What follows belongs to an exercise in optimizing a design on an open flow for small area, a short achievable clock period and few clock cycles per item; a production flow would make more cautious choices.
Only simulation tests tie the RTL to the original design; equivalence was not proved.
Power is estimated from default activity; no workload was simulated.

**flow/design.v**
```verilog
module msf_decoder (
    input  wire        clk,
    input  wire        rst,           
    input  wire        start,         
    input  wire [7:0]  count,         
    input  wire [31:0] start_time,    
    output reg  [7:0]  mem_raddr,
    input  wire [7:0]  mem_rdata,
    output reg         done,
    output reg  [8:0]  dstat,         
    output reg  [5:0]  secs,
    output reg  [7:0]  rd_ptr,
    output reg  [59:0] a_bits,        
    output reg  [59:0] b_bits,        
    output reg  [31:0] rec_ticks,
    output reg  [7:0]  rec_year,
    output reg  [7:0]  rec_month,
    output reg  [7:0]  rec_day,
    output reg  [2:0]  rec_dow,
    output reg  [7:0]  rec_hour,
    output reg  [7:0]  rec_minute,
    output reg         rec_bst,
    output reg  [15:0] rec_dut1
);
    localparam [1:0] S_IDLE  = 2'd0,
                     S_INIT  = 2'd1,
                     S_RUN   = 2'd2,
                     S_FINAL = 2'd3;
    reg [1:0]  state;
    reg [7:0]  rem;              
    reg [31:0] stime;
    reg [2:0]  cd;               
    reg        ph;               
    reg [7:0]  R;                
    reg [7:0]  E;                
    localparam [319:0] TAB_T_U10 =
        320'h8421084210842108421084210842108421084210842108420e6b16a4a0e62906208022190a63a12a;
    function [4:0] t_u10;
        input [5:0] i;
        t_u10 = TAB_T_U10[i * 5 +: 5];
    endfunction
    localparam [703:0] TAB_T_A00 =
        704'h8010020040080100200400801002004008010020040080100200400801002004008010020040080100200400801002004008010020040080100200400800c815e2583e8640960c80c8000320c8258640fa258578c8200400;
    function [10:0] t_a00;
        input [5:0] i;
        t_a00 = TAB_T_A00[i * 11 +: 11];
    endfunction
    localparam [703:0] TAB_T_A10 =
        704'h801002004008010020040080100200400801002004008010020040080100200400801001a93205dcaf14525844c7d0e11902bc4b07d0c812c190190000641904b0c81f44b0af1903847d113258514af1773206a500200400;
    function [10:0] t_a10;
        input [5:0] i;
        t_a10 = TAB_T_A10[i * 11 +: 11];
    endfunction
    localparam [703:0] TAB_T_A11 =
        704'h8010020040080100200362682c817f2dd578a693ca5846c854fa1d2362640b714d258428748c814c21432042042000110430c8218538c81d442c9614e2de640d91d33e88591ba584f4a6d5e2de5fec81a136380100200400;
    function [10:0] t_a11;
        input [5:0] i;
        t_a11 = TAB_T_A11[i * 11 +: 11];
    endfunction
    localparam [1535:0] TAB_T_C70 =
        1536'h00000000000000000000000000000000002cb2cb2baebaaaaaaa69a68a28a279e79a69a69659649249238e38a28a286186082081f7df79e79e75d75c71c71b6db69a69a6596586186175d75965965555545145134d349249245145041040f3cf00000000000000000000000000000000001d75d71c71c6db6da69a6996596186185d75d65965955555145144d34d24924914514104103cf3ce38e38d34d30c30c2cb2ca28a2892492082081c71c61861851451041040c30c2082081041000000;
    function [5:0] t_c70;
        input [7:0] i;
        t_c70 = TAB_T_C70[i * 6 +: 6];
    endfunction
    localparam [1279:0] TAB_T_C90 =
        1280'h000000000000000000000000000017bdef7bdad6b5ad6b5ab5ad6b5ad6b4a5294a52949ce739ce739ca5294a5294a318c6318c63084210842107bdef7bdef7b9ce739ce739ad6b5ad6b5ac6318c6318c00000000000000000000000000000b5ad6b5a94a5294a529294a5294a528421084210839ce739ce7398c6318c6318a5294a5294a4210842108418c6318c6318842108421082108421084200000000000;
    function [4:0] t_c90;
        input [7:0] i;
        t_c90 = TAB_T_C90[i * 5 +: 5];
    endfunction
    localparam [767:0] TAB_T_Z100 =
        768'h8008008008008008008008008008008008008008008008008008008008008008008008008008008008008008008008008008008008008008008008008008008008008008008008008005785144b044c3e83843202bc2581f419012c0c8064000;
    function [11:0] t_z100;
        input [5:0] i;
        t_z100 = TAB_T_Z100[i * 12 +: 12];
    endfunction
    function gtc_6_58;    
        input [5:0] x;
        gtc_6_58 = (x[2] & x[5] & x[4] & x[3]) | (x[0] & x[5] & x[4] & x[3] & ~x[2] & x[1]);
    endfunction
    function gtc_8_2;    
        input [7:0] x;
        gtc_8_2 = (x[7]) | (x[6] & ~x[7]) | (x[5] & ~x[7] & ~x[6]) | (x[4] & ~x[7] & ~x[6] & ~x[5]) | (x[3] & ~x[7] & ~x[6] & ~x[5] & ~x[4]) | (x[2] & ~x[7] & ~x[6] & ~x[5] & ~x[4] & ~x[3]) | (x[0] & ~x[7] & ~x[6] & ~x[5] & ~x[4] & ~x[3] & ~x[2] & x[1]);
    endfunction
    function gtc_8_3;    
        input [7:0] x;
        gtc_8_3 = (x[7]) | (x[6] & ~x[7]) | (x[5] & ~x[7] & ~x[6]) | (x[4] & ~x[7] & ~x[6] & ~x[5]) | (x[3] & ~x[7] & ~x[6] & ~x[5] & ~x[4]) | (x[2] & ~x[7] & ~x[6] & ~x[5] & ~x[4] & ~x[3]);
    endfunction
    function gtc_8_4;    
        input [7:0] x;
        gtc_8_4 = (x[7]) | (x[6] & ~x[7]) | (x[5] & ~x[7] & ~x[6]) | (x[4] & ~x[7] & ~x[6] & ~x[5]) | (x[3] & ~x[7] & ~x[6] & ~x[5] & ~x[4]) | (x[1] & ~x[7] & ~x[6] & ~x[5] & ~x[4] & ~x[3] & x[2]) | (x[0] & ~x[7] & ~x[6] & ~x[5] & ~x[4] & ~x[3] & x[2] & ~x[1]);
    endfunction
    function gtc_8_5;    
        input [7:0] x;
        gtc_8_5 = (x[7]) | (x[6] & ~x[7]) | (x[5] & ~x[7] & ~x[6]) | (x[4] & ~x[7] & ~x[6] & ~x[5]) | (x[3] & ~x[7] & ~x[6] & ~x[5] & ~x[4]) | (x[1] & ~x[7] & ~x[6] & ~x[5] & ~x[4] & ~x[3] & x[2]);
    endfunction
    function gtc_8_8;    
        input [7:0] x;
        gtc_8_8 = (x[7]) | (x[6] & ~x[7]) | (x[5] & ~x[7] & ~x[6]) | (x[4] & ~x[7] & ~x[6] & ~x[5]) | (x[2] & ~x[7] & ~x[6] & ~x[5] & ~x[4] & x[3]) | (x[1] & ~x[7] & ~x[6] & ~x[5] & ~x[4] & x[3] & ~x[2]) | (x[0] & ~x[7] & ~x[6] & ~x[5] & ~x[4] & x[3] & ~x[2] & ~x[1]);
    endfunction
    function gtc_8_9;    
        input [7:0] x;
        gtc_8_9 = (x[7]) | (x[6] & ~x[7]) | (x[5] & ~x[7] & ~x[6]) | (x[4] & ~x[7] & ~x[6] & ~x[5]) | (x[2] & ~x[7] & ~x[6] & ~x[5] & ~x[4] & x[3]) | (x[1] & ~x[7] & ~x[6] & ~x[5] & ~x[4] & x[3] & ~x[2]);
    endfunction
    function gtc_8_151;    
        input [7:0] x;
        gtc_8_151 = (x[6] & x[7]) | (x[5] & x[7] & ~x[6]) | (x[3] & x[7] & ~x[6] & ~x[5] & x[4]);
    endfunction
    function gtc_8_170;    
        input [7:0] x;
        gtc_8_170 = (x[6] & x[7]) | (x[4] & x[7] & ~x[6] & x[5]) | (x[2] & x[7] & ~x[6] & x[5] & ~x[4] & x[3]) | (x[0] & x[7] & ~x[6] & x[5] & ~x[4] & x[3] & ~x[2] & x[1]);
    endfunction
    function gtc_8_174;    
        input [7:0] x;
        gtc_8_174 = (x[6] & x[7]) | (x[4] & x[7] & ~x[6] & x[5]) | (x[0] & x[7] & ~x[6] & x[5] & ~x[4] & x[3] & x[2] & x[1]);
    endfunction
    function gtc_10_89;    
        input [9:0] x;
        gtc_10_89 = (x[9]) | (x[8] & ~x[9]) | (x[7] & ~x[9] & ~x[8]) | (x[5] & ~x[9] & ~x[8] & ~x[7] & x[6]) | (x[2] & ~x[9] & ~x[8] & ~x[7] & x[6] & ~x[5] & x[4] & x[3]) | (x[1] & ~x[9] & ~x[8] & ~x[7] & x[6] & ~x[5] & x[4] & x[3] & ~x[2]);
    endfunction
    function gtc_10_149;    
        input [9:0] x;
        gtc_10_149 = (x[9]) | (x[8] & ~x[9]) | (x[6] & ~x[9] & ~x[8] & x[7]) | (x[5] & ~x[9] & ~x[8] & x[7] & ~x[6]) | (x[3] & ~x[9] & ~x[8] & x[7] & ~x[6] & ~x[5] & x[4]) | (x[1] & ~x[9] & ~x[8] & x[7] & ~x[6] & ~x[5] & x[4] & ~x[3] & x[2]);
    endfunction
    function gtc_10_249;    
        input [9:0] x;
        gtc_10_249 = (x[9]) | (x[8] & ~x[9]) | (x[2] & ~x[9] & ~x[8] & x[7] & x[6] & x[5] & x[4] & x[3]) | (x[1] & ~x[9] & ~x[8] & x[7] & x[6] & x[5] & x[4] & x[3] & ~x[2]);
    endfunction
    function gtc_10_874;    
        input [9:0] x;
        gtc_10_874 = (x[7] & x[9] & x[8]) | (x[4] & x[9] & x[8] & ~x[7] & x[6] & x[5]) | (x[2] & x[9] & x[8] & ~x[7] & x[6] & x[5] & ~x[4] & x[3]) | (x[0] & x[9] & x[8] & ~x[7] & x[6] & x[5] & ~x[4] & x[3] & ~x[2] & x[1]);
    endfunction
    function gtc_10_934;    
        input [9:0] x;
        gtc_10_934 = (x[6] & x[9] & x[8] & x[7]) | (x[4] & x[9] & x[8] & x[7] & ~x[6] & x[5]) | (x[3] & x[9] & x[8] & x[7] & ~x[6] & x[5] & ~x[4]) | (x[0] & x[9] & x[8] & x[7] & ~x[6] & x[5] & ~x[4] & ~x[3] & x[2] & x[1]);
    endfunction
    function gtc_12_4;    
        input [11:0] x;
        gtc_12_4 = (x[11]) | (x[10] & ~x[11]) | (x[9] & ~x[11] & ~x[10]) | (x[8] & ~x[11] & ~x[10] & ~x[9]) | (x[7] & ~x[11] & ~x[10] & ~x[9] & ~x[8]) | (x[6] & ~x[11] & ~x[10] & ~x[9] & ~x[8] & ~x[7]) | (x[5] & ~x[11] & ~x[10] & ~x[9] & ~x[8] & ~x[7] & ~x[6]) | (x[4] & ~x[11] & ~x[10] & ~x[9] & ~x[8] & ~x[7] & ~x[6] & ~x[5]) | (x[3] & ~x[11] & ~x[10] & ~x[9] & ~x[8] & ~x[7] & ~x[6] & ~x[5] & ~x[4]) | (x[1] & ~x[11] & ~x[10] & ~x[9] & ~x[8] & ~x[7] & ~x[6] & ~x[5] & ~x[4] & ~x[3] & x[2]) | (x[0] & ~x[11] & ~x[10] & ~x[9] & ~x[8] & ~x[7] & ~x[6] & ~x[5] & ~x[4] & ~x[3] & x[2] & ~x[1]);
    endfunction
    function gtc_12_899;    
        input [11:0] x;
        gtc_12_899 = (x[11]) | (x[10] & ~x[11]) | (x[6] & ~x[11] & ~x[10] & x[9] & x[8] & x[7]) | (x[5] & ~x[11] & ~x[10] & x[9] & x[8] & x[7] & ~x[6]) | (x[4] & ~x[11] & ~x[10] & x[9] & x[8] & x[7] & ~x[6] & ~x[5]) | (x[3] & ~x[11] & ~x[10] & x[9] & x[8] & x[7] & ~x[6] & ~x[5] & ~x[4]) | (x[2] & ~x[11] & ~x[10] & x[9] & x[8] & x[7] & ~x[6] & ~x[5] & ~x[4] & ~x[3]);
    endfunction
    function gtc_12_1499;    
        input [11:0] x;
        gtc_12_1499 = (x[11]) | (x[9] & ~x[11] & x[10]) | (x[5] & ~x[11] & x[10] & ~x[9] & x[8] & x[7] & x[6]) | (x[2] & ~x[11] & x[10] & ~x[9] & x[8] & x[7] & x[6] & ~x[5] & x[4] & x[3]);
    endfunction
    wire [8:0]  d70 = {1'b0, R} - 9'd70;
    wire [8:0]  d80 = {1'b0, R} - 9'd80;
    wire [8:0]  d90 = {1'b0, R} - 9'd90;
    wire        s70 = d70[8], s80 = d80[8], s90 = d90[8];
    wire [6:0]  u70 = d70[6:0] ^ {7{s70}};
    wire [6:0]  u80 = d80[6:0] ^ {7{s80}};
    wire [6:0]  u90 = d90[6:0] ^ {7{s90}};
    wire [10:0] p70 = {1'b0, u70, 3'd0} + {2'b0, u70, 2'd0} + {3'b0, u70, 1'b0}
                    + {5'd0, t_c70({s70, u70})};
    wire [10:0] p80 = {1'b0, u80, 3'd0} + {2'b0, u80, 2'd0} + {5'd0, u80[6:1]}
                    + {7'd0, s80, s80, 1'b0, s80};
    wire [10:0] p90 = {1'b0, u90, 3'd0} + {3'b0, u90, 1'b0} + {4'd0, u90}
                    + {6'd0, t_c90({s90, u90})};
    wire        f70 = gtc_8_174(R);
    wire        f80 = ~gtc_8_8(R)  | gtc_8_151(R);
    wire        f90 = ~gtc_8_9(R) | gtc_8_170(R);
    wire [9:0]  s2  = {2'b0, E} + {2'b0, R} - 10'd100;
    wire        g2  = s2[9];
    wire [6:0]  m2  = s2[6:0] ^ {7{g2}};
    wire [9:0]  d2  = {m2, 3'd0} + {2'b0, m2, 1'b0} + {6'd0, g2, 1'b0, g2, 1'b0};
    wire        f2  = g2 ? ~gtc_10_934(s2) : gtc_10_89(s2);
    wire [4:0]  ue  = t_u10(E[5:0]);
    wire [4:0]  uo  = t_u10(R[5:0]);
    wire [4:0]  xs  = {1'b0, ue[3:0]} + {1'b0, uo[3:0]};
    reg  [9:0]  Sp;      
    reg  [11:0] Z100;    
    wire [9:0]  s4  = {Sp[8], Sp[8:0]} + {2'b0, R};
    wire        g4  = s4[9];
    wire [7:0]  m4  = s4[7:0] ^ {8{g4}};
    wire        f4  = Sp[9] | (g4 ? ~gtc_10_874(s4) : gtc_10_149(s4));
    wire [11:0] w4  = {1'b0, Z100[10:0]} + {1'b0, m4, 3'd0} + {3'b0, m4, 1'b0}
                    + {8'd0, g4, 1'b0, g4, 1'b0};
    reg  [11:0] P70;     
    reg  [10:0] P80, P90, D2;
    reg  [9:0]  S2;      
    reg  [5:0]  X;       
    reg  [11:0] W;       
    function [14:0] rca;         
        input [13:0] a, b;
        input        ci;
        integer k;
        reg c;
        begin
            c = ci;
            for (k = 0; k < 14; k = k + 1) begin
                rca[k] = a[k] ^ b[k] ^ c;
                c = (a[k] & b[k]) | (c & (a[k] ^ b[k]));
            end
            rca[14] = c;
        end
    endfunction
    function [14:0] rca3;        
        input [13:0] a, b, c;
        rca3 = rca(a ^ b ^ c, {(a[12:0] & b[12:0]) | (a[12:0] & c[12:0]) | (b[12:0] & c[12:0]), 1'b0}, 1'b0);
    endfunction
    wire [10:0] a11 = t_a11(E[5:0]);
    wire [10:0] a10 = t_a10(E[5:0]);
    wire [10:0] a00 = t_a00(E[5:0]);
    wire        eh  = |E[7:6];
    wire [14:0] t11w = rca3({4'd0, a11[9:0]}, {3'd0, P70[10:0]}, {4'd0, D2[9:0]});
    wire [14:0] t10w = rca3({4'd0, a10[9:0]}, {4'd0, P80[9:0]}, {4'd0, D2[9:0]});
    wire [14:0] t00w = rca3({4'd0, a00[9:0]}, {4'd0, P90[9:0]}, {4'd0, D2[9:0]});
    wire [11:0] t11 = t11w[11:0], t10 = t10w[11:0], t00 = t00w[11:0];
    wire        b11 = eh | a11[10] | P70[11] | D2[10] | gtc_12_899(t11);
    wire        b10 = eh | a10[10] | P80[10] | D2[10] | gtc_12_899(t10);
    wire        b00 = eh | a00[10] | P90[10] | D2[10] | gtc_12_899(t00);
    wire [14:0] t4w = rca({2'd0, W[11:0]}, {3'd0, P70[10:0]}, 1'b0);
    wire [12:0] t4  = t4w[12:0];
    wire        b4  = W[11] | P70[11] | (|t4[12:11]);
    wire [4:0]  ur  = t_u10(R[5:0]);
    wire [5:0]  zs  = {1'b0, X[4:0]} + {2'b0, ur[3:0]};
    wire        zb  = X[5] | ur[4] | (|R[7:6]);
    wire [11:0] z100 = t_z100(zs);
    wire [14:0] spw = rca({4'd0, S2[8], S2[8:0]}, {6'd0, R}, 1'b0);
    wire [9:0]  sp  = spw[9:0];                               
    wire        spb = S2[9] | (~sp[9] & gtc_10_149(sp));
    reg  [9:0]  T11, T10, T00;
    reg  [10:0] T4;
    function [1:0] madd3;        
        input [1:0] a, b;
        case ({a, b})
            4'b0000: madd3 = 2'd0; 4'b0001: madd3 = 2'd1; 4'b0010: madd3 = 2'd2;
            4'b0100: madd3 = 2'd1; 4'b0101: madd3 = 2'd2; 4'b0110: madd3 = 2'd0;
            4'b1000: madd3 = 2'd2; 4'b1001: madd3 = 2'd0; 4'b1010: madd3 = 2'd1;
            default: madd3 = 2'd0;
        endcase
    endfunction
    function [1:0] m3d;          
        input [1:0] d;
        m3d = (d == 2'd3) ? 2'd0 : d;
    endfunction
    function [1:0] mod3;
        input [9:0] n;
        mod3 = madd3(madd3(madd3(m3d(n[1:0]), m3d(n[3:2])), madd3(m3d(n[5:4]), m3d(n[7:6]))), m3d(n[9:8]));
    endfunction
    function lt3;
        input [10:0] d;
        input [1:0]  ra;
        lt3 = ~d[10] & (d[9:2] != 8'd0 || d[1:0] > 2'd2 - ra);
    endfunction
    function gt3;
        input [10:0] d;
        input [1:0]  rb;
        gt3 = d[10] & (d[9:2] != 8'hff || {1'b0, d[1:0]} < 3'd2 + {1'b0, rb});
    endfunction
    function [8:0] div3;         
        input [9:0] n;
        integer k;
        reg [1:0] r;
        begin
            r = 2'd0;
            for (k = 9; k >= 0; k = k - 1)
                case ({r, n[k]})
                    3'b000: begin if (k < 9) div3[k] = 1'b0; r = 2'd0; end
                    3'b001: begin if (k < 9) div3[k] = 1'b0; r = 2'd1; end
                    3'b010: begin if (k < 9) div3[k] = 1'b0; r = 2'd2; end
                    3'b011: begin if (k < 9) div3[k] = 1'b1; r = 2'd0; end
                    3'b100: begin if (k < 9) div3[k] = 1'b1; r = 2'd1; end
                    default: begin if (k < 9) div3[k] = 1'b1; r = 2'd2; end
                endcase
        end
    endfunction
    wire [1:0]  r11 = mod3(T11), r10 = mod3(T10), r00 = mod3(T00);
    wire [14:0] dAw = rca({4'd0, 1'b0, T10}, {4'hf, 1'b1, ~T11}, 1'b1);
    wire [14:0] dBw = rca({4'd0, 1'b0, T00}, {4'hf, 1'b1, ~T11}, 1'b1);
    wire [14:0] dCw = rca({4'd0, 1'b0, T00}, {4'hf, 1'b1, ~T10}, 1'b1);
    wire [10:0] dA = dAw[10:0], dB = dBw[10:0], dC = dCw[10:0];
    wire l11_10 = lt3(dA, r11), l10_11 = gt3(dA, r10);
    wire l11_00 = lt3(dB, r11), l00_11 = gt3(dB, r00);
    wire l10_00 = lt3(dC, r10), l00_10 = gt3(dC, r00);
    wire w11 = l11_10 & l11_00;
    wire w10 = l10_11 & l10_00;
    wire w00 = l00_11 & l00_10;
    wire sel11 = ~l10_11 & ~l00_11;
    wire sel10 = ~sel11 & ~l00_10;
    wire [9:0] tsel = sel11 ? T11 : (sel10 ? T10 : T00);
    reg  [9:0] Ts;       
    reg        Wany, Wa, Wb;
    wire [8:0] mq   = div3(Ts);              
    reg  [8:0] Mm;       
    reg        Mok, Ma, Mb;
    wire [14:0] m5w = rca({3'd0, Mm, 2'b0}, {5'd0, Mm}, 1'b0);
    wire [14:0] yw  = rca({3'd0, T4}, ~{3'd0, m5w[10:0]}, 1'b1);
    wire [11:0] y   = yw[11:0];               
    wire        Flt = y[11];
    wire        Fgt = ~y[11] & gtc_12_4(y);
    reg         Cl2, Cn2, Cl4, Cn4;
    wire        have4 = ~Cn2;                    
    wire        acc01 = have4 & Flt;
    wire        accw  = Mok & (~have4 | Fgt);
    wire        acc   = acc01 | accw;
    wire        abit  = accw & Ma;
    wire        bbit  = (accw & Mb) | acc01;
    wire [7:0] rd2 = rd_ptr + 8'd2;
    wire [7:0] rd4 = rd_ptr + 8'd4;
    wire [7:0] rdn = acc01 ? rd4 : rd2;
    wire       last = acc01 ? Cl4 : Cl2;
    wire       lone = acc01 ? Cn4 : Cn2;
    function [7:0] bcd;
        input [7:0] v;
        begin
            bcd = {{1'b0, v[7:4], 2'b0} + {3'b0, v[7:4]} + {4'b0, v[3:1]}, v[0]};
        end
    endfunction
    reg [7:0] w_year, w_month, w_day, w_dow, w_hour, w_minute;
    reg [7:0] w_sync;
    integer   i;
    always @* begin
        for (i = 0; i < 8; i = i + 1) w_year[7-i]   = a_bits[16+i];    
        w_month = 8'd0;
        for (i = 0; i < 5; i = i + 1) w_month[4-i]  = a_bits[24+i];    
        w_day = 8'd0;
        for (i = 0; i < 6; i = i + 1) w_day[5-i]    = a_bits[29+i];    
        w_dow = 8'd0;
        for (i = 0; i < 3; i = i + 1) w_dow[2-i]    = a_bits[35+i];    
        w_hour = 8'd0;
        for (i = 0; i < 6; i = i + 1) w_hour[5-i]   = a_bits[38+i];    
        w_minute = 8'd0;
        for (i = 0; i < 7; i = i + 1) w_minute[6-i] = a_bits[44+i];    
        for (i = 0; i < 8; i = i + 1) w_sync[7-i]   = a_bits[51+i];    
    end
    wire       dec     = (state == S_RUN) & (cd == 3'd0);
    wire       wr      = dec & acc;
    wire       fin     = (state == S_FINAL) | (dec & (~acc | last | lone));
    wire       pat_nx  = dstat[2] | (dec & ~acc);
    wire       a59_nx  = a_bits[58] | (wr & abit & (secs == 6'd58));
    wire       e_secs  = ~(gtc_6_58(secs) | (wr & (secs == 6'd58)));
    wire e_sync     = ({w_sync[7:1], a59_nx} != 8'h7E);
    wire e_par_year = ~(^a_bits[23:16] ^ b_bits[53]);
    wire e_par_date = ~(^a_bits[34:24] ^ b_bits[54]);
    wire e_par_dow  = ~(^a_bits[37:35] ^ b_bits[55]);
    wire e_par_time = ~(^a_bits[50:38] ^ b_bits[56]);
    wire frame_ok   = ~(e_sync | e_par_year | e_par_date | e_par_dow | e_par_time);
    wire check      = ~dstat[1] & ~pat_nx & ~e_secs;
    function [3:0] lead1;    
        input [7:0] w;
        casez (w)
            8'b???????0: lead1 = 4'd0;
            8'b??????01: lead1 = 4'd1;
            8'b?????011: lead1 = 4'd2;
            8'b????0111: lead1 = 4'd3;
            8'b???01111: lead1 = 4'd4;
            8'b??011111: lead1 = 4'd5;
            8'b?0111111: lead1 = 4'd6;
            8'b01111111: lead1 = 4'd7;
            default:     lead1 = 4'd8;
        endcase
    endfunction
    wire [3:0]  npos = lead1(b_bits[7:0]);
    wire [3:0]  nneg = lead1(b_bits[15:8]);
    function [15:0] x100;    
        input [3:0] n;
        case (n)
            4'd1: x100 = 16'd100;  4'd2: x100 = 16'd200;  4'd3: x100 = 16'd300;
            4'd4: x100 = 16'd400;  4'd5: x100 = 16'd500;  4'd6: x100 = 16'd600;
            4'd7: x100 = 16'd700;  4'd8: x100 = 16'd800;  default: x100 = 16'd0;
        endcase
    endfunction
    function [15:0] xm100;   
        input [3:0] n;
        case (n)
            4'd1: xm100 = -16'sd100;  4'd2: xm100 = -16'sd200;  4'd3: xm100 = -16'sd300;
            4'd4: xm100 = -16'sd400;  4'd5: xm100 = -16'sd500;  4'd6: xm100 = -16'sd600;
            4'd7: xm100 = -16'sd700;  4'd8: xm100 = -16'sd800;  default: xm100 = 16'd0;
        endcase
    endfunction
    wire [15:0] dut1 = (npos != 4'd0) ? x100(npos) : xm100(nneg);
    always @(posedge clk) begin
        R <= mem_rdata;
        if (ph) E <= R;
        P70 <= {f70, p70};
        P80 <= {f80 | p80[10], p80[9:0]};
        P90 <= {f90 | p90[10], p90[9:0]};
        D2  <= {f2, d2};
        S2  <= {~g2 & gtc_10_249(s2), s2[8:0]};
        X   <= {ue[4] | uo[4] | (|E[7:6]) | (|R[7:6]), xs[4:0]};
        W   <= {f4 | Z100[11] | gtc_12_1499(w4), w4[10:0]};
        T11 <= b11 ? 10'd900 : t11[9:0];
        T10 <= b10 ? 10'd900 : t10[9:0];
        T00 <= b00 ? 10'd900 : t00[9:0];
        T4  <= b4 ? 11'd2047 : t4[10:0];
        Z100 <= {zb | z100[11], z100[10:0]};
        Sp  <= {spb, sp[8:0]};
        Ts   <= tsel;
        Wany <= w11 | w10 | w00;
        Wa   <= w11 | w10;
        Wb   <= w11;
        if (ph) begin
            Mm  <= mq;
            Mok <= Wany & (Ts != 10'd900);
            Ma  <= Wa;
            Mb  <= Wb;
        end
        Cl2 <= (secs == 6'd59) | ~gtc_8_2(rem);
        Cn2 <= ~gtc_8_3(rem);
        Cl4 <= (secs == 6'd59) | ~gtc_8_4(rem);
        Cn4 <= ~gtc_8_5(rem);
        if (state == S_IDLE) stime <= start_time;
    end
    always @(posedge clk) begin
        if (rst || state == S_INIT) begin
            a_bits <= 60'd0;
            b_bits <= 60'd0;
        end else if (wr) begin
            a_bits[secs] <= abit;
            b_bits[secs] <= bbit;
        end
    end
    always @(posedge clk) begin
        if (rst) begin
            state      <= S_IDLE;
            ph         <= 1'b0;
            cd         <= 3'd0;
            mem_raddr  <= 8'd0;
            done       <= 1'b0;
            dstat      <= 9'd0;
            secs       <= 6'd0;
            rd_ptr     <= 8'd0;
            rec_ticks  <= 32'd0;
            rec_year   <= 8'd0;
            rec_month  <= 8'd0;
            rec_day    <= 8'd0;
            rec_dow    <= 3'd0;
            rec_hour   <= 8'd0;
            rec_minute <= 8'd0;
            rec_bst    <= 1'b0;
            rec_dut1   <= 16'd0;
        end else begin
            done <= 1'b0;
            ph   <= ~ph;
            if (cd != 3'd0) cd <= cd - 3'd1;
            case (state)
                S_IDLE: begin
                    mem_raddr <= {7'd0, start};
                    rem       <= count;
                    ph        <= 1'b0;
                    if (start) state <= S_INIT;
                end
                S_INIT: begin
                    mem_raddr <= mem_raddr + 8'd1;
                    dstat     <= 9'd0;
                    secs      <= 6'd0;
                    cd        <= 3'd5;
                    dstat[1]  <= (rem == 8'd0);         
                    if (rem == 8'd1) rd_ptr <= 8'd1;    
                    else             rd_ptr <= 8'd0;
                    state <= (rem[7:1] == 7'd0) ? S_FINAL : S_RUN;
                end
                S_RUN: begin
                    mem_raddr <= mem_raddr + 8'd1;
                    if (dec) begin
                        if (acc) begin
                            secs <= secs + 6'd1;
                            rem  <= acc01 ? {rem[7:2] - 6'd1, rem[1:0]} : {rem[7:1] - 7'd1, rem[0]};
                            cd   <= acc01 ? 3'd3 : 3'd1;
                            if (last)      rd_ptr <= rdn;
                            else if (lone) rd_ptr <= {rdn[7:1], 1'b1};    
                            else           rd_ptr <= rdn;
                        end else begin
                            dstat[2] <= 1'b1;                   
                            rd_ptr   <= rd2;
                        end
                    end
                end
                default: ;
            endcase
            if (fin) begin
                mem_raddr <= 8'd0;
                dstat[3]  <= e_secs;                    
                if (check) begin
                    dstat[4] <= e_sync;
                    dstat[5] <= e_par_year;
                    dstat[6] <= e_par_date;
                    dstat[7] <= e_par_dow;
                    dstat[8] <= e_par_time;
                    dstat[0] <= frame_ok;
                    if (frame_ok) begin
                        rec_ticks  <= stime;
                        rec_year   <= bcd(w_year);
                        rec_month  <= bcd(w_month);
                        rec_day    <= bcd(w_day);
                        rec_dow    <= w_dow[2:0];
                        rec_hour   <= bcd(w_hour);
                        rec_minute <= bcd(w_minute);
                        rec_bst    <= b_bits[57];
                        rec_dut1   <= dut1;
                    end
                end
                done  <= 1'b1;
                state <= S_IDLE;
            end
        end
    end
endmodule
```
**flow/flow/run.sh**
```bash
#!/bin/bash
# Standard layout (standard.sh: the standard flow's own ORFS run, synthesis unchanged) with
# some settings changed:
#  - timing repair aims for setup slack SETUP_SLACK_MARGIN below the clock
#    period, so that it shortens the critical paths instead of stopping as
#    soon as the 30 ns period is met; it works on the worst path only
#    (TNS_END_PERCENT=0), which sets the period;
#  - ports are buffered with the small buf_1 (the resizer upsizes it where
#    timing needs it) instead of the default delay-cell buffer;
#  - the clock tree uses larger sink clusters (fewer buffers);
#  - no extra margin on the slew and capacitance limits.
set -euo pipefail
bash standard.sh finish SETUP_SLACK_MARGIN=22.7 TNS_END_PERCENT=0 \
    "BUFFER_PORTS_ARGS=-buffer_cell sky130_fd_sc_hd__buf_1" \
    CTS_CLUSTER_SIZE=24 CTS_CLUSTER_DIAMETER=100 \
    CAP_MARGIN=0 SLEW_MARGIN=0 > standard.log 2>&1
```
**flow/standard.sh**
```bash
#!/bin/bash
# synth_recipe.tcl (not shown) runs the flow's synth.tcl, then flattens the netlist and writes it again
# the make line also repeats each setting of config.mk as NAME=value (left out here)
make -C /OpenROAD-flow-scripts/flow DESIGN_CONFIG=/design/flow/config.mk WORK_HOME=/design/flow/orfs CLKGATE_MAP_FILE= SYNTH_SCRIPT=/design/flow/synth_recipe.tcl "${@:-finish}"
```
**flow/config.mk**
```make
export PLATFORM = sky130hd
export DESIGN_NAME = msf_decoder
export DESIGN_NICKNAME = msf_decoder
export VERILOG_FILES = /design/flow/design.v
export SDC_FILE = /design/flow/constraint.sdc
export NUM_CORES = 4
export LEC_CHECK = 0
export CAP_MARGIN = 20
export CORE_MARGIN = 2
export CORE_UTILIZATION = 40
export PLACE_DENSITY = 0.6
export SLEW_MARGIN = 20
```
**flow/constraint.sdc**
```tcl
create_clock -name core_clock -period 30.0 [get_ports {clk}]
set_input_delay 6.0000 -clock core_clock [delete_from_list [all_inputs] [get_ports {clk}]]
set_output_delay 6.0000 -clock core_clock [all_outputs]
set_load 0.01 [all_outputs]
```
==> impl_metrics.json, run 1 <==
{
  "relSlewSlack": 0.177,
  "die_y_um": 277,
  "grt_max_degree": 66,
  "intPower_mw": 1.61,
  "wl_per_cell_um": 18.0,
  "syn-cell-area_mm2": 0.0298,
  "hold_viol": 0,
  "htree_levels": 1,
  "core_area_mm2": 0.0741,
  "dr.max_layer_used": "met4",
  "placementRows": 100,
  "layout.nets": 3988,
  "cap_violations": 0,
  "regArea_mm2": 0.00963,
  "first_iter_violations": 1886,
  "syn2layout_area_growth_pct": 9.21,
  "cp-end-kind": "primary output",
  "setup_viol": 0,
  "clkTransAtPathRegs_ns": 0.10,
  "clockBufferDepth": 3,
  "die-area_mm2": 0.0767,
  "pin_count": 295,
  "r2r_start": "Mm[0]$_DFFE_PP_",
  "vias_per_cell": 5.34,
  "multi_input_area_mm2": 0.0185,
  "netlist_instances": 3321,
  "diodes": 0,
  "crit_start": "secs[2]$_SDFFE_PP0P_",
  "min_from": "S2[9]$_DFF_P_",
  "max_freq_mhz": 134,
  "gp_congestion": 0.913,
  "antenna_found_initial": 0,
  "grt_pass1_wl_mm": 129,
  "power_mw": 2.85,
  "ys_seq_elements": 451,
  "seq_power_share": 0.282,
  "wl_met1_mm": 37.0,
  "cts_tree": "done",
  "p_comb_frac": 0.597,
  "fillers": 7301,
  "vias": 24039,
  "sw_frac_of_total": 0.436,
  "critPathLaunchType": "flip-flop",
  "setup_ws_ns": 22.56,
  "finalMaxSlewViolations": 0,
  "overflow": 0,
  "hold_path_class": "flip-flop to flip-flop",
  "synth_cell_types": 95,
  "hpwl_mm": 61.4,
  "p_switching_mw": 1.24,
  "synth.avg_cell_area_um2": 8.98,
  "final_antenna_net_count": 0,
  "grt_usage": 0.207,
  "synth_edf_count": 60,
  "tns_ns": 0,
  "cts_buffers": 23,
  "crit_arrival_ns": 1.44,
  "irDropWorstVdd_uv": 109,
  "grt_pass1_vias": 23121,
  "crit_fanout": 10,
  "start_util": 0.402,
  "crit_buf_inv": 1,
  "synth-async-reset-ratio": 0,
  "power_frac_clock": 0.121,
  "cp.required_ns": 24.00,
  "dr.pass1.iters": 7,
  "pre_cts_ws_ns": 21.86,
  "layout-drive-gt1-share": 0.0399,
  "p_leak_nw": 13.8,
  "seq_area_frac_synth": 0.323,
  "tightestPinTransition_ns": 1.23,
  "finalClockSkew_ns": 0.0196,
  "status": "no timing/DRC/antenna violations",
  "cp_slowest_stage_delay_ns": 0.61,
  "hold_buffers": 0,
  "dr_wl_met2_mm": 37.3,
  "drc_errors": 0,
  "clkLatencyLatePin_ns": 0.58,
  "met3WireLength_mm": 3.92,
  "min_period_ns": 7.44,
  "slowest_stage": "dfxtp_1",
  "cts_sinks": 451,
  "synth_flop_cell": "dfxtp_1",
  "clock-root-buffer": "clkbuf_16",
  "period_share": 0.248,
  "crit_chain": "buf_1",
  "ys_warn_count": 1,
  "rsz0062_at_grt": "yes",
  "buffer_ports.inserted": 284,
  "p_per_area_mw_per_mm2": 87.6,
  "crit_family": "flip-flops",
  "wl_mm": 81.2,
  "path_class": "flip-flop to primary output",
  "dieWidth_um": 277
}
## layer usage
metal / track usage / up-vias
met5: 0 / -
met4: 0.0734 / 0
met3: 0.0247 / 150
met2: 0.341 / 664
met1: 0.279 / 11399
li1: - / 11826
## per-stage QoR
| stage | util | hold WS (ns) | cells | cell area (um^2) |
|---|---|---|---|---|
| global route | 0.440 | 0.437 | 4503 | 32600 |
| detailed placement | 0.429 | 0.404 | 4463 | 31800 |
| floorplan | - | 0.386 | 3330 | 29800 |
| CTS | 0.438 | 0.426 | 4500 | 32500 |
| global placement | 0.429 | 0.398 | 4463 | 31800 |
| finish | 0.440 | 0.421 | 4503 | 32600 |
## cell families (layout without fill, tap and decap cells)
| family | count (synthesis) | after routing | share of synthesized area |
|---|---|---|---|
| AOI/OAI and AO/OA | 738 | 738 | 0.158 |
| xor gates and xnor gates | 163 | 163 | 0.0500 |
| adders and majority gates | 415 | 415 | 0.210 |
| buffers and inverters | 469 | 672 | 0.0621 |
| DFF | 451 | 451 | 0.323 |
| muxes | 149 | 149 | 0.0512 |
| other | 1 | 10 | 0.000126 |
| and+or+nand+nor | 935 | 936 | 0.146 |
## area by class of cell
type,instances,area share
repair inverters,1,0.000154
repair buffers,334,0.0446
clock inverters,6,0.00142
well taps,969,0.0372
inverters,303,0.0354
flip-flops and latches,451,0.296
clock buffers,28,0.0183
multi-input cells,2411,0.567
## what timing repair did
item,CTS,global route
resized for setup,10,17
setup buffers,2,2
gates cloned,1,1
pin swaps,0,1
hold endpoints to repair,0,0
setup endpoints to repair,173,223
## sequential cells by signal, summed over array words and instances (netlist names), 11 cells and up
signal,count
rec_ticks,32
a_bits,60
P80,11
T4,11
P70,12
b_bits,60
P90,11
W,11
stime,32
## power by group through the flow
stage          Clock [mW]  Sequential [mW]  Combinational, mW
6_report            0.345            0.804               1.70
5_1_grt             0.378            0.816               1.95
4_1_cts             0.357            0.805               1.71
3_5_place_dp            0            0.821               1.69
2_1_floorplan           0            0.790               1.31
3_3_place_gp            0            0.820               1.68
## worst paths after layout
| path | slack (ns) | cells past startpoint | endpoint |
|---|---|---|---|
| max | 22.56 | 1 | secs[2] |
| min | 0.42 | 1 | Sp[9]$_DFF_P_ |
| max reg2reg | 22.83 | 24 | rec_minute[6]$_SDFFE_PP0P_ |
| min reg2reg | 0.42 | 1 | Sp[9]$_DFF_P_ |
## synthesized netlist by cell type, drive strengths merged, types with 9 or more instances
cell	instances	area (um^2)
a211oi	42	315
a21o	30	225
a21oi	232	1170
a22oi	49	368
a311oi	16	140
a31oi	31	194
and2	30	188
and3	10	62.6
buf	45	260
clkbuf	121	454
dfxtp	391	7830
edfxtp	60	1800
fa	142	2840
ha	270	3380
inv	297	1110
mux2	11	131
mux2i	137	1370
nand2	257	965
nand2b	55	344
nand3	62	310
nand3b	15	113
nand4	25	156
nor2	325	1220
nor2b	27	169
nor3	48	245
nor3b	10	75.1
nor4	25	156
o211ai	18	154
o21a	12	90.1
o21ai	166	831
o21bai	21	158
o221ai	9	78.8
o22ai	12	75.1
o31ai	12	95.1
or3	13	81.3
xnor2	118	1040
xor2	41	359
## placed cells by master (no fill, tap or decap), types with 48 or more instances in the layout
master    synthesis  final
a22oi_1          49     49
nor2_1          325    323
ha_1            270    266
nand3_1          62     62
nand2b_1         55     54
fa_1            142    142
buf_1            12    283
edfxtp_1         60     60
mux2i_1         137    137
dfxtp_1         391    389
o21ai_0         162    162
a21oi_1         231    230
inv_1           296    294
nand2_1         257    257
buf_4            15     48
xnor2_1         117    117
Testbench counts, summed over its fixed seeds: cycles 48,359, decodes 384.
==> run 2, diff against run 1 <==
--- a/flow/design.v
+++ b/flow/design.v
@@ -95,6 +95,10 @@
         input [7:0] x;
         gtc_8_5 = (x[7]) | (x[6] & ~x[7]) | (x[5] & ~x[7] & ~x[6]) | (x[4] & ~x[7] & ~x[6] & ~x[5]) | (x[3] & ~x[7] & ~x[6] & ~x[5] & ~x[4]) | (x[1] & ~x[7] & ~x[6] & ~x[5] & ~x[4] & ~x[3] & x[2]);
     endfunction
+    function gtc_8_7;    
+        input [7:0] x;
+        gtc_8_7 = (x[7]) | (x[6] & ~x[7]) | (x[5] & ~x[7] & ~x[6]) | (x[4] & ~x[7] & ~x[6] & ~x[5]) | (x[3] & ~x[7] & ~x[6] & ~x[5] & ~x[4]);
+    endfunction
     function gtc_8_8;    
         input [7:0] x;
         gtc_8_8 = (x[7]) | (x[6] & ~x[7]) | (x[5] & ~x[7] & ~x[6]) | (x[4] & ~x[7] & ~x[6] & ~x[5]) | (x[2] & ~x[7] & ~x[6] & ~x[5] & ~x[4] & x[3]) | (x[1] & ~x[7] & ~x[6] & ~x[5] & ~x[4] & x[3] & ~x[2]) | (x[0] & ~x[7] & ~x[6] & ~x[5] & ~x[4] & x[3] & ~x[2] & ~x[1]);
@@ -293,13 +297,18 @@
     wire [11:0] y   = yw[11:0];               
     wire        Flt = y[11];
     wire        Fgt = ~y[11] & gtc_12_4(y);
-    reg         Cl2, Cn2, Cl4, Cn4;
+    wire        Ce2 = ~gtc_8_5(rem);               
+    wire        Ce4 = ~gtc_8_7(rem);               
+    wire        Cl2 = (secs == 6'd59) | ~gtc_8_2(rem);
+    wire        Cn2 = ~gtc_8_3(rem);
+    wire        Cl4 = (secs == 6'd59) | ~gtc_8_4(rem);
+    wire        Cn4 = ~gtc_8_5(rem);
     wire        have4 = ~Cn2;                    
-    wire        acc01 = have4 & Flt;
-    wire        accw  = Mok & (~have4 | Fgt);
+    wire        acc01 = ~ph & have4 & Flt;
+    wire        accw  = ph ? (Wany & (Ts != 10'd900)) : (Mok & (~have4 | Fgt));
     wire        acc   = acc01 | accw;
-    wire        abit  = accw & Ma;
-    wire        bbit  = (accw & Mb) | acc01;
+    wire        abit  = accw & (ph ? Wa : Ma);
+    wire        bbit  = (accw & (ph ? Wb : Mb)) | acc01;
     wire [7:0] rd2 = rd_ptr + 8'd2;
     wire [7:0] rd4 = rd_ptr + 8'd4;
     wire [7:0] rdn = acc01 ? rd4 : rd2;
@@ -400,10 +409,6 @@
             Ma  <= Wa;
             Mb  <= Wb;
         end
-        Cl2 <= (secs == 6'd59) | ~gtc_8_2(rem);
-        Cn2 <= ~gtc_8_3(rem);
-        Cl4 <= (secs == 6'd59) | ~gtc_8_4(rem);
-        Cn4 <= ~gtc_8_5(rem);
         if (state == S_IDLE) stime <= start_time;
     end
     always @(posedge clk) begin
@@ -449,7 +454,7 @@
                     mem_raddr <= mem_raddr + 8'd1;
                     dstat     <= 9'd0;
                     secs      <= 6'd0;
-                    cd        <= 3'd5;
+                    cd        <= gtc_8_3(rem) ? 3'd5 : 3'd4;
                     dstat[1]  <= (rem == 8'd0);         
                     if (rem == 8'd1) rd_ptr <= 8'd1;    
                     else             rd_ptr <= 8'd0;
@@ -461,7 +466,7 @@
                         if (acc) begin
                             secs <= secs + 6'd1;
                             rem  <= acc01 ? {rem[7:2] - 6'd1, rem[1:0]} : {rem[7:1] - 7'd1, rem[0]};
-                            cd   <= acc01 ? 3'd3 : 3'd1;
+                            cd   <= acc01 ? (Ce4 ? 3'd2 : 3'd3) : (Ce2 ? 3'd0 : 3'd1);
                             if (last)      rd_ptr <= rdn;
                             else if (lone) rd_ptr <= {rdn[7:1], 1'b1};    
                             else           rd_ptr <= rdn;
==> flow/flow/run.sh (replaced) <==
#!/bin/bash
# Standard layout (standard.sh: the standard flow's own ORFS run, synthesis unchanged) with
# some settings changed:
#  - timing repair aims for setup slack SETUP_SLACK_MARGIN below the clock
#    period, so that it shortens the critical paths instead of stopping as
#    soon as the 30 ns period is met;
#  - ports are buffered with the small buf_1 (the resizer upsizes it where
#    timing needs it) instead of the default delay-cell buffer;
#  - the clock tree uses larger sink clusters (fewer buffers).
set -euo pipefail
bash standard.sh finish SETUP_SLACK_MARGIN=22.7 \
    "BUFFER_PORTS_ARGS=-buffer_cell sky130_fd_sc_hd__buf_1" \
    CTS_CLUSTER_SIZE=24 CTS_CLUSTER_DIAMETER=100 > standard.log 2>&1
==> impl_metrics.json, run 2 <==
{
  "status": "no timing/DRC/antenna violations",
  "synth_most_common_cell": "dfxtp_1",
  "rsz0062_at_grt": "yes",
  "dpl.cell_count": 4538,
  "synth_top_area_cell": "dfxtp_1",
  "ys_seq_elements": 447,
  "synth_edf_count": 58,
  "wl_per_cell_um": 18.8,
  "synth_top_area_frac": 0.262,
  "r2r_start": "E[1]$_DFFE_PP_",
  "slowest_stage": "dfxtp_1",
  "setup_viol": 0,
  "critPathLaunchType": "flip-flop",
  "tightestPinTransition_ns": 0.958,
  "cap_violations": 0,
  "die-area_mm2": 0.0766,
  "setup_ws_ns": 22.73,
  "holdWs_ns": 0.450,
  "min_period_ns": 7.27,
  "grt_pass1_wl_mm": 135,
  "p_comb_frac": 0.598,
  "seq_area_frac_synth": 0.320,
  "power_mw": 2.90,
  "grt_pass1_vias": 23374,
  "cts_buffers": 25,
  "buffer_ports.inserted": 284,
  "crit_arrival_ns": 1.28,
  "finalMaxSlewViolations": 0,
  "crit_fanout": 4,
  "fillers": 7434,
  "cts_sinks": 447,
  "clock-root-buffer": "clkbuf_16",
  "placed_cell_area_mm2": 0.0316,
  "overflow": 0,
  "p_leak_nw": 13.1,
  "layout.nets": 4080,
  "placementRows": 100,
  "htree_levels": 1,
  "hpwl_mm": 65.4,
  "final_antenna_net_count": 0,
  "dr.pass1.iters": 6,
  "path_class": "flip-flop to primary output",
  "final_area_mm2": 0.0327,
  "first_iter_violations": 2314,
  "clkTransAtPathRegs_ns": 0.10,
  "largestRegisters": "a_bits x60, b_bits x60",
  "antenna_found_initial": 0,
  "core_area_mm2": 0.0741,
  "synth_common_cells": "389 x dfxtp_1, 374 x nand2_1, 288 x a21oi_1, 287 x nor2_1, 282 x inv_1",
  "die_y_um": 277,
  "power_frac_clock": 0.132,
  "irDropWorstVdd_uv": 119,
  "synthTopCellsByArea": "dfxtp_1 26%, ha_1 11%, fa_1 9.6%, edfxtp_1 5.9%, a21oi_1 4.8%",
  "cp-end-kind": "primary output",
  "seq_power_share": 0.270,
  "hold_path_class": "flip-flop to flip-flop",
  "max_freq_mhz": 137,
  "cp.required_ns": 24.00,
  "pre_cts_ws_ns": 21.79,
  "relSlewSlack": 0.357,
  "synth_flop_cell": "dfxtp_1",
  "p_switching_mw": 1.28,
  "crit_chain": "buf_1",
  "clkLatencyLatePin_ns": 0.58,
  "hold_viol": 0,
  "dieWidth_um": 277,
  "drc_errors": 0,
  "synth_cell_types": 90,
  "synth.avg_cell_area_um2": 8.72,
  "finalClockSkew_ns": 0.0256,
  "netlist_instances": 3415,
  "crit_buf_inv": 1,
  "pin_count": 295,
  "crit_family": "flip-flops",
  "grt_max_degree": 84,
  "cts_tree": "done",
  "syn2layout_area_growth_pct": 9.93,
  "grt_usage": 0.217,
  "layout-drive-gt1-share": 0.0596,
  "vias": 24916,
  "final_common_cell": "nand2_1",
  "cp_slowest_stage_delay_ns": 0.47,
  "min_from": "X[5]$_DFF_P_",
  "vias_per_cell": 5.42,
  "final_cell_mix": "374 x nand2_1, 347 x dfxtp_1, 287 x a21oi_1",
  "wl_mm": 86.5,
  "ys_warn_count": 1,
  "clockBufferDepth": 3,
  "fin_util": 0.442,
  "start_util": 0.402,
  "syn-cell-area_mm2": 0.0298,
  "tns_ns": 0,
  "sw_frac_of_total": 0.440,
  "gp_congestion": 0.925,
  "synth-async-reset-ratio": 0,
  "final_cells": 4596,
  "p_per_area_mw_per_mm2": 88.8,
  "crit_start": "a_bits[24]$_SDFFE_PP0P_",
  "period_share": 0.242,
  "intPower_mw": 1.63
}
run 2: cell count changes in the layout (fill, tap and decap cells not counted), moves of 19 or more:
cell,previous run,this run
a22oi_1,49,68
a21oi_1,230,287
dfxtp_1,389,347
nand2_1,257,374
nor3_1,44,66
mux2i_1,137,52
a32o_1,2,22
dfxtp_2,2,34
nor2_1,323,286
run 2: kinds of logic after synthesis:
logic type / synth area share
DFF: 0.320
adders and majority gates: 0.210
and+or+nand+nor: 0.160
muxes: 0.0243
AOI/OAI and AO/OA: 0.173
buffers and inverters: 0.0635
xor gates and xnor gates: 0.0482
other: 0.000126
run 2: area by class of cell:
class,instances,area (um^2),area share
diodes,1,2.50,0.0000765
clock inverters,6,90.1,0.00275
flip-flops and latches,447,9600,0.293
multi-input cells,2506,18500,0.564
well taps,969,1210,0.0370
inverters,293,1110,0.0340
repair buffers,340,1550,0.0474
clock buffers,33,681,0.0208
repair inverters,1,5.00,0.000153
run 2: repair_timing:
action | in CTS | in global routing
pin swaps | 1 | 2
buffers inserted | 3 | 12
gates resized for setup | 53 | 41
setup endpoints to repair | 162 | 208
hold buffers | 0 | 0
cloned | 0 | 3
run 2: worst paths after layout:
| kind | cells after the start | end | slack [ns] |
|---|---|---|---|
| max | 1 | a_bits[24] | 22.73 |
| min | 1 | Z100[11]$_DFF_P_ | 0.45 |
| max reg2reg | 28 | T11[9]$_SDFF_PP1_ | 23.01 |
| min reg2reg | 1 | Z100[11]$_DFF_P_ | 0.45 |
run 2: per-layer routing:
metal / share of wire / global-route usage / up-vias
li1: - / - / 12164
met1: 0.46 / 0.304 / 11822
met2: 0.45 / 0.351 / 798
met3: 0.058 / 0.0258 / 132
met4: 0.032 / 0.0673 / 0
met5: 0 / 0 / -
run 2: power groups by stage:
stage | Sequential (mW) | Combinational [mW] | Clock [mW]
final | 0.785 | 1.74 | 0.383
after CTS | 0.787 | 1.73 | 0.391
after global placement | 0.802 | 1.70 | 0
after floorplan | 0.781 | 1.30 | 0
after detailed placement | 0.803 | 1.71 | 0
after global routing | 0.797 | 1.97 | 0.411
Testbench counts of run 2, summed over its fixed seeds: cycles 48,153, decodes 384.
==> run 3, diff against run 2 <==
--- a/flow/design.v
+++ b/flow/design.v
@@ -39,11 +39,11 @@
         input [5:0] i;
         t_u10 = TAB_T_U10[i * 5 +: 5];
     endfunction
-    localparam [703:0] TAB_T_A00 =
-        704'h8010020040080100200400801002004008010020040080100200400801002004008010020040080100200400801002004008010020040080100200400800c815e2583e8640960c80c8000320c8258640fa258578c8200400;
-    function [10:0] t_a00;
-        input [5:0] i;
-        t_a00 = TAB_T_A00[i * 11 +: 11];
+    localparam [175:0] TAB_T_H100 =
+        176'h8010020040080100200320578960fa19025832032000;
+    function [10:0] t_h100;
+        input [3:0] i;
+        t_h100 = TAB_T_H100[i * 11 +: 11];
     endfunction
     localparam [703:0] TAB_T_A10 =
         704'h801002004008010020040080100200400801002004008010020040080100200400801001a93205dcaf14525844c7d0e11902bc4b07d0c812c190190000641904b0c81f44b0af1903847d113258514af1773206a500200400;
@@ -208,7 +208,7 @@
     endfunction
     wire [10:0] a11 = t_a11(E[5:0]);
     wire [10:0] a10 = t_a10(E[5:0]);
-    wire [10:0] a00 = t_a00(E[5:0]);
+    wire [10:0] a00 = {ue[4], 10'd0} | t_h100(ue[3:0]);    
     wire        eh  = |E[7:6];
     wire [14:0] t11w = rca3({4'd0, a11[9:0]}, {3'd0, P70[10:0]}, {4'd0, D2[9:0]});
     wire [14:0] t10w = rca3({4'd0, a10[9:0]}, {4'd0, P80[9:0]}, {4'd0, D2[9:0]});
==> impl_metrics.json, run 3 <==
{
  "crit_fanout": 4,
  "final_common_cell": "dfxtp_1",
  "wl_mm": 87.2,
  "p_leak_nw": 13.4,
  "synth_fa_ha_area_frac": 0.214,
  "finalMaxSlewViolations": 0,
  "cts_sinks": 447,
  "cp-end-kind": "primary output",
  "synth_edf_count": 58,
  "grt_pass1_vias": 22905,
  "syn-cell-area_mm2": 0.0295,
  "clockBufferDepth": 3,
  "finalClockSkew_ns": 0.0286,
  "synth_mux_area_frac": 0.0331,
  "cp_slowest_stage_delay_ns": 0.49,
  "path_class": "flip-flop to primary output",
  "tightestPinTransition_ns": 0.929,
  "synth-async-reset-ratio": 0,
  "synth_flop_cell": "dfxtp_1",
  "dieWidth_um": 276,
  "status": "no timing/DRC/antenna violations",
  "grt_usage": 0.220,
  "placementRows": 99,
  "synthTopCellsByArea": "dfxtp_1 26%, ha_1 12%, fa_1 9.7%, edfxtp_1 5.9%, a21oi_1 4.6%",
  "final_area_mm2": 0.0326,
  "synth_top_area_frac": 0.264,
  "synth.avg_cell_area_um2": 8.95,
  "synth-xor-area-share": 0.0499,
  "tns_ns": 0,
  "htree_levels": 1,
  "relSlewSlack": 0.378,
  "clock-root-buffer": "clkbuf_16",
  "cp.required_ns": 24.00,
  "ys_seq_elements": 447,
  "irDropWorstVdd_uv": 153,
  "power_frac_clock": 0.130,
  "period_share": 0.242,
  "grt_pass1_wl_mm": 132,
  "seq_power_share": 0.273,
  "die_y_um": 276,
  "largestRegisters": "a_bits x60, b_bits x60",
  "p_per_area_mw_per_mm2": 88.6,
  "synth_common_cells": "389 x dfxtp_1, 327 x nand2_1, 310 x inv_1, 276 x ha_1, 270 x a21oi_1",
  "synth_most_common_cell": "dfxtp_1",
  "gp_congestion": 0.968,
  "start_util": 0.405,
  "pin_count": 295,
  "crit_chain": "buf_1",
  "clkTransAtPathRegs_ns": 0.10,
  "synth_cell_types": 103,
  "wl_per_cell_um": 19.4,
  "crit_family": "flip-flops",
  "synth_compound_area_frac": 0.167,
  "hold_buffers": 0,
  "layout.nets": 3990,
  "crit_buf_inv": 1,
  "hold_viol": 0,
  "slowest_stage": "dfxtp_2",
  "netlist_instances": 3297,
  "dr.pass1.iters": 6,
  "p_switching_mw": 1.26,
  "first_iter_violations": 2000,
  "cts_buffers": 24,
  "fin_util": 0.446,
  "core_area_mm2": 0.0730,
  "max_freq_mhz": 138,
  "hpwl_mm": 67.4,
  "placed_cell_area_mm2": 0.0315,
  "grt_max_degree": 76,
  "syn2layout_area_growth_pct": 10.4,
  "setup_viol": 0,
  "seq_area_frac_synth": 0.323,
  "antenna_found_initial": 0,
  "rsz0062_at_grt": "yes",
  "final_antenna_net_count": 0,
  "intPower_mw": 1.62,
  "drc_errors": 0,
  "ys_warn_count": 1,
  "min_period_ns": 7.26,
  "final_cell_mix": "339 x dfxtp_1, 327 x nand2_1, 308 x inv_1",
  "buffer_ports.inserted": 284,
  "cap_violations": 0,
  "synthSimpleGateAreaFrac": 0.148,
  "synth_top_family_by_area": "adder cells",
  "sw_frac_of_total": 0.438,
  "cts_tree": "done",
  "diodes": 0,
  "hold_path_class": "flip-flop to flip-flop",
  "clkLatencyLatePin_ns": 0.60,
  "layout-drive-gt1-share": 0.0671,
  "synth_top_area_cell": "dfxtp_1",
  "vias_per_cell": 5.45,
  "crit_arrival_ns": 1.26,
  "vias": 24494,
  "overflow": 0,
  "p_comb_frac": 0.597,
  "die-area_mm2": 0.0760,
  "critPathLaunchType": "flip-flop"
}
-- run 3: path summary, 6_finish.rpt --
| check | cells past startpoint | start | slack [ns] | end |
|---|---|---|---|---|
| setup / recovery | 1 | a_bits[33]$_SDFFE_PP0P_ | 22.74 | a_bits[33] |
| hold / removal | 2 | rec_ticks[27]$_SDFFE_PP0P_ | 0.45 | rec_ticks[27]$_SDFFE_PP0P_ |
| setup reg to reg | 24 | Mm[0]$_DFFE_PP_ | 23.03 | b_bits[0]$_SDFFE_PP0P_ |
| hold reg to reg | 2 | rec_ticks[27]$_SDFFE_PP0P_ | 0.45 | rec_ticks[27]$_SDFFE_PP0P_ |
-- run 3: per-layer routing --
| metal | share of wire | vias to the layer above | global-route usage | routed length (um) |
|---|---|---|---|---|
| met5 | 0 | - | 0 | 0 |
| met4 | 0.040 | 0 | 0.0805 | 3490 |
| met3 | 0.074 | 175 | 0.0369 | 6490 |
| met2 | 0.45 | 881 | 0.351 | 39400 |
| met1 | 0.43 | 11611 | 0.297 | 37800 |
| li1 | - | 11827 | - | - |
-- run 3: worst min-delay path: stages (launching register included) --
cell and delay (ns):
dfxtp_1 0.32, nand2_1 0.05, a21oi_1 0.05
-- run 3: layout make-up --
cell class / count / area (um^2)
Multi-Input combinational cell: 2383 / 18200
Sequential cell: 447 / 9620
Fill cell: 7225 / 40400
Timing Repair Buffer: 346 / 1590
Tap cell: 959 / 1200
Clock inverter: 5 / 62.6
Clock buffer: 34 / 681
Inverter: 318 / 1200
-- run 3: power by group through the flow --
stage | sequential [mW] | clock [mW] | combinational (mW)
after floorplan | 0.780 | 0 | 1.31
after global placement | 0.806 | 0 | 1.69
after detailed placement | 0.807 | 0 | 1.71
after CTS | 0.791 | 0.385 | 1.73
after global routing | 0.800 | 0.406 | 1.97
final | 0.789 | 0.375 | 1.72
-- run 3: timing repair --
| action | 4_1_cts | 5_1_grt |
|---|---|---|
| pin swaps | 1 | 2 |
| gates resized for setup | 72 | 33 |
| endpoints found under the setup margin | 175 | 179 |
| buffers inserted | 3 | 8 |
-- run 3: logic make-up (layout without fill, tap and decap cells) --
| family | after synthesis | in the layout |
|---|---|---|
| multiplexers | 93 | 93 |
| adder cells (fa/ha/maj) | 420 | 420 |
| other | 1 | 10 |
| AND/OR/NAND/NOR | 933 | 933 |
| XOR/XNOR | 166 | 166 |
| AO/OA/AOI/OAI | 761 | 761 |
| flip-flops | 447 | 447 |
| buffers and inverters | 476 | 703 |
-- run 3: metrics by stage --
step / std cells / hold WS [ns] / power, mW / setup WS [ns]
floorplan: 3306 / 0.393 / 2.09 / 22.82
global placement: 4441 / 0.426 / 2.49 / 21.77
detailed placement: 4442 / 0.429 / 2.52 / 21.77
CTS: 4484 / 0.453 / 2.91 / 22.69
global route: 4492 / 0.466 / 3.17 / 22.68
finish: 4492 / 0.453 / 2.89 / 22.74
Testbench counts of run 3, summed over its fixed seeds: cycles 48,153, decodes 384.

[re-timing with driven ports]
No port has a modelled driver above. Below, the same layouts with a new extraction and two added sets of constraints.
Step 1, drivers: a clkbuf_16 drives clk and a buf_2 each remaining input, both assumed.
Step 2 adds t to the input delays and takes it off the output delays; t is the mean of the earliest and latest rising clock arrival at the registers after step 1. Input paths then give back, and output paths get back, about the clock's delay inside the block.
Slacks: ideal / step 1 / step 2; pairs: ideal / step 1.
run	t, ns	setup WS [ns]	slew at the worst register clock pin (ns)	worst slew at a driven data input, ns	cell pins on the clock port's net
run 1	0.625	22.558 / 22.496 / 22.141	0.10 / 0.10	0.08	1
run 2	0.634	22.725 / 22.659 / 22.247	0.10 / 0.10	0.07	1
run 3	0.651	22.737 / 22.672 / 22.168	0.11 / 0.11	0.08	1
After both steps setup and hold are still met in every run listed. For run 3, which loses most, drivers alone change the setup slack by -0.065 ns; drivers and shift together by -0.569 ns.
